From an optimization exercise on the open Yosys and OpenROAD flow, aimed at small area; shortcuts taken in it are not production practice. Function was checked by simulation only, so behaviour that the tests miss may differ from the original. No activity file was given, so power comes from the tool's default toggle rates.

== onyx ==
==> flow/design.v <==
module l1ado_oai22 (
    input  wire a1, a2, b1, b2,
    output wire y
);
    assign y = ~((a1 | a2) & (b1 | b2));
endmodule
module l1ado_aoi222 (
    input  wire a1, a2, b1, b2, c1, c2,
    output wire y
);
    assign y = ~((a1 & a2) | (b1 & b2) | (c1 & c2));
endmodule
module l1ado_nand4 (
    input  wire a, b, c, d,
    output wire y
);
    assign y = ~(a & b & c & d);
endmodule
module l1ado_nand3 (
    input  wire a, b, c,
    output wire y
);
    assign y = ~(a & b & c);
endmodule
module l1ado_nor2 (
    input  wire a, b,
    output wire y
);
    assign y = ~(a | b);
endmodule
module l1ado_nor3 (
    input  wire a, b, c,
    output wire y
);
    assign y = ~(a | b | c);
endmodule
module l1ado_core (
    input  wire        clk,
    input  wire        rst,         
    input  wire        ld_we,
    input  wire [7:0]  ld_addr,
    input  wire [7:0]  ld_data,
    input  wire [7:0]  mem_raddr,
    output wire [7:0]  mem_rdata,
    input  wire        start,
    input  wire [7:0]  start_pc,
    input  wire        cap_en,
    input  wire [15:0] cap,
    output reg         busy,
    output reg         done,
    output reg  [1:0]  reason,      
    output wire [7:0]  pc,
    output wire [7:0]  acc,
    output wire [15:0] icount,
    output wire        in_req,
    input  wire        in_valid,
    input  wire [7:0]  in_data,
    output wire        out_valid,
    output wire [7:0]  out_data
);
    localparam [1:0] S_FETCH = 2'd0, S_OPER = 2'd1, S_MEM1 = 2'd2,
                     S_MEM2 = 2'd3;
    reg [2047:0] mem;               
    reg        ph;                  
    reg [7:0]  pc_r, a_r, ad_r, op_r;
    reg [1:0]  st;
    reg [15:0] cnt_r, cap_r;
    reg        cap_en_r;
    genvar gi, gb;
    wire [7:0] raddr = !busy ? mem_raddr :
                       (st == S_FETCH || st == S_OPER) ? pc_r : ad_r;
    wire [15:0] r_hi, r_lo;
    wire [255:0] rsel;
    generate
        for (gi = 0; gi < 16; gi = gi + 1) begin : g_rdec
            assign r_hi[gi] = (raddr[7:4] == gi);
            assign r_lo[gi] = (raddr[3:0] == gi);
        end
        for (gi = 0; gi < 256; gi = gi + 1) begin : g_rsel
            assign rsel[gi] = r_hi[gi / 16] & r_lo[gi % 16];
        end
    endgenerate
    wire [7:0] rd;
    generate
        for (gb = 0; gb < 8; gb = gb + 1) begin : g_rbit
            wire [85:0] t;
            for (gi = 0; gi < 85; gi = gi + 1) begin : g_grp
                l1ado_aoi222 u_sel (
                    .a1(rsel[3*gi]),     .a2(mem[8*(3*gi) + gb]),
                    .b1(rsel[3*gi + 1]), .b2(mem[8*(3*gi + 1) + gb]),
                    .c1(rsel[3*gi + 2]), .c2(mem[8*(3*gi + 2) + gb]),
                    .y(t[gi]));
            end
            assign t[85] = ~(rsel[255] & mem[8*255 + gb]);
            wire [21:0] u;            
            wire [10:0] v;            
            wire [2:0]  w;            
            wire        z;            
            for (gi = 0; gi < 21; gi = gi + 1) begin : g_l1
                l1ado_nand4 u_l1 (.a(t[4*gi]), .b(t[4*gi + 1]), .c(t[4*gi + 2]),
                                  .d(t[4*gi + 3]), .y(u[gi]));
            end
            assign u[21] = ~(t[84] & t[85]);
            for (gi = 0; gi < 11; gi = gi + 1) begin : g_l2
                l1ado_nor2 u_l2 (.a(u[2*gi]), .b(u[2*gi + 1]), .y(v[gi]));
            end
            l1ado_nand4 u_l3a (.a(v[0]), .b(v[1]), .c(v[2]), .d(v[3]), .y(w[0]));
            l1ado_nand4 u_l3b (.a(v[4]), .b(v[5]), .c(v[6]), .d(v[7]), .y(w[1]));
            l1ado_nand3 u_l3c (.a(v[8]), .b(v[9]), .c(v[10]), .y(w[2]));
            l1ado_nor3  u_l4  (.a(w[0]), .b(w[1]), .c(w[2]), .y(z));
            assign rd[gb] = ~(z ^ ph);
        end
    endgenerate
    wire valid_op =
        (rd == 8'h00) || (rd == 8'h10) || (rd == 8'h11) || (rd == 8'h12) ||
        (rd == 8'h20) || (rd == 8'h21) || (rd == 8'h22) ||
        (rd == 8'h40) || (rd == 8'h41) || (rd == 8'h48) || (rd == 8'h49) ||
        (rd == 8'h60) || (rd == 8'h61) || (rd == 8'h62) ||
        (rd == 8'hC0) || (rd == 8'hC1) || (rd == 8'hC8) || (rd == 8'hC9) ||
        (rd == 8'hE0) || (rd == 8'hE1) || (rd == 8'hE2);
    wire is_mem  = op_r[6];           
    wire is_ind  = op_r[7];           
    wire is_jmp  = op_r[4];           
    wire is_alu  = op_r[5];           
    wire is_st   = op_r[3];           
    wire is_io   = op_r[0];           
    reg [7:0] alu_y;
    always @(*) begin
        case (op_r[1:0])
            2'd0:    alu_y = a_r + rd;
            2'd1:    alu_y = a_r - rd;
            default: alu_y = ~(a_r & rd);
        endcase
    end
    wire take = (op_r[1:0] == 2'd0) ? 1'b1 :
                (op_r[1:0] == 2'd1) ? a_r[7] : (a_r == 8'd0);
    wire final_mem = (st == S_MEM2) || (st == S_MEM1 && !is_ind);
    wire in_wait   = final_mem && is_st && is_io;
    wire wr_core   = final_mem && is_st && (!is_io || in_valid);
    wire fetch   = (st == S_FETCH);
    wire oper    = (st == S_OPER);
    wire capped  = cap_en_r && (cnt_r == cap_r);
    wire fin_imm = oper && !is_mem;
    wire fin     = fin_imm || (final_mem && !(in_wait && !in_valid));
    wire [7:0] pc_inc = pc_r + 8'd1;
    wire [7:0] pc_d   = (fin_imm && is_jmp && take) ? rd : pc_inc;
    wire [7:0] pc_end = fin_imm ? pc_d : pc_r;      
    wire       halt   = (pc_end == 8'd0);
    wire       a_we   = fin && !is_st && !is_jmp && (is_alu || !is_io);
    wire       we    = busy ? wr_core : ld_we;
    wire [7:0] waddr = busy ? ad_r : ld_addr;
    wire [7:0] wdata = !busy ? ld_data : (is_io ? in_data : a_r);
    wire [7:0] wx = wdata ^ {8{ph}};
    always @(posedge clk)
        ph <= ~ph;
    wire [63:0] w_grp;
    wire [3:0]  w_pos;
    wire [31:0] w_x;                  
    generate
        for (gi = 0; gi < 64; gi = gi + 1) begin : g_wgrp
            assign w_grp[gi] = we && (waddr[7:2] == gi);
        end
        for (gi = 0; gi < 4; gi = gi + 1) begin : g_wpos
            assign w_pos[gi] = (waddr[1:0] == gi);
            for (gb = 0; gb < 8; gb = gb + 1) begin : g_x
                assign w_x[8*gi + gb] = ~w_pos[gi] | wx[gb];
            end
        end
        for (gi = 0; gi < 256; gi = gi + 1) begin : g_word
            wire sel  = w_grp[gi / 4] & w_pos[gi % 4];
            wire keep = ~w_grp[gi / 4];
            for (gb = 0; gb < 8; gb = gb + 1) begin : g_bit
                wire d;
                l1ado_oai22 u_bit (
                    .a1(mem[8*gi + gb]), .a2(sel),
                    .b1(keep),           .b2(w_x[8*(gi % 4) + gb]),
                    .y(d));
                always @(posedge clk)
                    mem[8*gi + gb] <= d;
            end
        end
    endgenerate
    always @(posedge clk) begin
        if (rst) begin
            busy <= 1'b0;
            done <= 1'b0;
        end else if (!busy) begin
            if (start) begin
                busy     <= 1'b1;
                done     <= 1'b0;
                st       <= S_FETCH;
                cnt_r    <= 16'd0;
                cap_r    <= cap;
                cap_en_r <= cap_en;
                pc_r     <= start_pc;
                a_r      <= 8'd0;
            end
        end else begin
            if ((fetch && !capped) || oper)
                pc_r <= pc_d;
            if (fetch)
                op_r <= rd;
            if (oper || (st == S_MEM1 && is_ind))
                ad_r <= rd;
            if (a_we)
                a_r <= is_alu ? alu_y : rd;
            if (fin)
                cnt_r <= cnt_r + 16'd1;
            if (fetch) begin
                if (capped) begin
                    busy   <= 1'b0;
                    done   <= 1'b1;
                    reason <= 2'd2;
                end else if (!valid_op) begin
                    busy   <= 1'b0;
                    done   <= 1'b1;
                    reason <= 2'd3;
                end else begin
                    st <= S_OPER;
                end
            end else if (fin) begin
                if (halt) begin
                    busy   <= 1'b0;
                    done   <= 1'b1;
                    reason <= 2'd1;
                end
                st <= S_FETCH;
            end else if (oper) begin
                st <= S_MEM1;
            end else begin
                st <= S_MEM2;     
            end
        end
    end
    assign mem_rdata = rd;
    assign pc        = pc_r;
    assign acc       = a_r;
    assign icount    = cnt_r;
    assign in_req    = busy && in_wait;
    assign out_valid = busy && final_mem && !is_st && !is_alu && is_io;
    assign out_data  = rd;
endmodule
clock: 10.0 ns
lec_check: 0
cap_margin: 5
core_margin: 2
core_utilization: 50
place_density: 0.6
setup_slack_margin: 0.3
slew_margin: 0
synth_hierarchical: 1
synth_minimum_keep_size: 0
tns_end_percent: 100
standard.sh (not shown) runs the stock make flow with config.mk's settings and CLKGATE_MAP_FILE= SYNTH_SCRIPT=/design/flow/synth_recipe.tcl, a recipe that flattens the netlist after the stock synthesis.
==> flow/flow/run.sh <==
#!/bin/bash
# Layout flow: the standard flow (standard.sh) with two changes:
#  - clock tree synthesis without dummy loads, with clkbuf_4 clock buffers
#    and sink clusters sized for them;
#  - port buffers of a small buffer cell (buf_2) instead of the default
#    delay cell.
# Every tool's output goes to flow.log in the work folder (ORFS also keeps
# its per-step logs under orfs/logs/).
set -euo pipefail
export CTS_ARGS="-sink_clustering_enable -repair_clock_nets -dont_use_dummy_load -sink_clustering_size 9 -sink_clustering_max_diameter 45 -buf_list {sky130_fd_sc_hd__clkbuf_4}"
export BUFFER_PORTS_ARGS="-buffer_cell sky130_fd_sc_hd__buf_2"
bash standard.sh > flow.log 2>&1
onyx ran in full, but the layout does not pass; the checks complain about capacitance limit.
diff inputs: onyx => zinc
- CAP_MARGIN: 5 -> 0
==> flow/flow/run.sh <==
#!/bin/bash
# Layout flow: the standard flow (standard.sh) with two changes:
#  - clock tree synthesis without dummy loads, with clkbuf_16 clock buffers
#    and sink clusters sized for them;
#  - port buffers of a small buffer cell (buf_2) instead of the default
#    delay cell.
# Every tool's output goes to flow.log in the work folder (ORFS also keeps
# its per-step logs under orfs/logs/).
set -euo pipefail
export CTS_ARGS="-sink_clustering_enable -repair_clock_nets -dont_use_dummy_load -sink_clustering_size 30 -sink_clustering_max_diameter 60 -buf_list {sky130_fd_sc_hd__clkbuf_16}"
export BUFFER_PORTS_ARGS="-buffer_cell sky130_fd_sc_hd__buf_2"
bash standard.sh > flow.log 2>&1
[summary]
Summary of zinc and onyx: one run falls short of a clean finish, namely onyx.
From onyx to zinc, number of port buffers did not move at all.
Launching instance or port of the critical path = busy: onyx; launching instance or port of the critical path = mem_raddr[2]: zinc
Going from onyx to zinc, overall routing resource usage lower, worst slew margin relative to its limit now sits higher.
Modified inputs, sierra compared to zinc
==> flow/flow/run.sh <==
#!/bin/bash
# Layout flow: the standard flow (standard.sh) with two changes:
#  - clock tree synthesis without dummy loads, with clkbuf_4 clock buffers
#    and sink clusters sized for them;
#  - port buffers of a small buffer cell (buf_2) instead of the default
#    delay cell.
# Every tool's output goes to flow.log in the work folder (ORFS also keeps
# its per-step logs under orfs/logs/).
set -euo pipefail
export CTS_ARGS="-sink_clustering_enable -repair_clock_nets -dont_use_dummy_load -sink_clustering_size 9 -sink_clustering_max_diameter 45 -buf_list {sky130_fd_sc_hd__clkbuf_4}"
export BUFFER_PORTS_ARGS="-buffer_cell sky130_fd_sc_hd__buf_2"
bash standard.sh > flow.log 2>&1
[summary]
- In sierra the implementation completed, yet the final layout does not meet the checks, the culprit being capacitance limit.
- Comparing zinc against sierra, there is no change at all in area after synthesis.
- Going from zinc to sierra, post-route setup TNS essentially unchanged, worst-case vdd ir drop now smaller.
- Routed length on met2 sits higher in sierra than in zinc.
- Higher largest driver fanout on the critical path goes to sierra over zinc.
- In sierra, the power came out 6.4% below the value in zinc.
- Looking at worst setup path endpoint, the mem_rdata[7] result is from zinc; the out_data[4] one comes from sierra.
Relative to sierra, the following input files were edited for pepper:
- PLACE_DENSITY now 0.67, was 0.6
- CORE_UTILIZATION now 57, was 50
==> flow/flow/run.sh <==
#!/bin/bash
# Layout flow: the standard flow (standard.sh) with two changes:
#  - clock tree synthesis without dummy loads, with clkbuf_8 clock buffers
#    and sink clusters sized for them;
#  - port buffers of a small buffer cell (buf_2) instead of the default
#    delay cell.
# Every tool's output goes to flow.log in the work folder (ORFS also keeps
# its per-step logs under orfs/logs/).
set -euo pipefail
export CTS_ARGS="-sink_clustering_enable -repair_clock_nets -dont_use_dummy_load -sink_clustering_size 16 -sink_clustering_max_diameter 50 -buf_list {sky130_fd_sc_hd__clkbuf_8}"
export BUFFER_PORTS_ARGS="-buffer_cell sky130_fd_sc_hd__buf_2"
bash standard.sh > flow.log 2>&1
[summary]
pepper finished end to end and its layout was clean on timing, DRC and antenna. pepper ended up with sky130_fd_sc_hd__nand2_2 as its worst-path cell with the longest stage delay; sierra ended up with sky130_fd_sc_hd__dfxtp_2. Between sierra and pepper, the flow reports number of placement rows decreasing by a few percent. Comparing sierra and pepper, the lower share of power burned in combinational logic was measured on pepper. NOTE: height of the die in pepper falls short of that of sierra. Against sierra, pepper reports a final instance count without filler cells that is lower. Comparing pepper against sierra, there is no change at all in synthesized cell count. ~same proportion of cell area occupied by registers in sierra and pepper. In terms of power after layout, sierra and pepper differ only marginally. Compared with sierra, pepper shows first-iteration DRC count that has gone up by more than 10%.
Inputs modified between pepper and fjord:
- CORE_UTILIZATION now 50, was 57
- PLACE_DENSITY now 0.6, was 0.67
- On power density relative to cell area, fjord tracks pepper almost exactly.
- Looking only at number of logic stages on the critical path including buffering, and setting everything else aside, the lower value of pepper and fjord goes to fjord.
- Compared with pepper, fjord ends up with a larger final cell area.
- Routing usage on met2: fjord < pepper
- STATUS worst setup slack: fjord loses against pepper

re-timing with driven ports:
Ports are ideal in the flow. The routed layouts listed here were re-timed in OpenROAD. Step 1 assumes that a clkbuf_16 drives the clock port and a buf_2 every other input. Step 2 adds t to the input delays and takes it off the output delays; t is the mean of the earliest and latest rising clock arrival at the registers after step 1. Input paths then give back, and output paths get back, about the clock's delay inside the block. a / b / c = ideal / step 1 / step 2; a / b = the first two.
| run | t, ns | setup slack, ns | worst slew at a driven data input, ns |
|---|---|---|---|
| onyx | 1.377 | 0.364 / 0.276 / 0.592 | 0.14 |
| zinc | 0.867 | 0.424 / 0.398 / 0.398 | 0.15 |
| sierra | 1.377 | 0.364 / 0.276 / 0.592 | 0.14 |
| pepper | 1.012 | 0.737 / 0.716 / 0.716 | 0.11 |
| fjord | 0.990 | 0.646 / 0.620 / 0.620 | 0.15 |
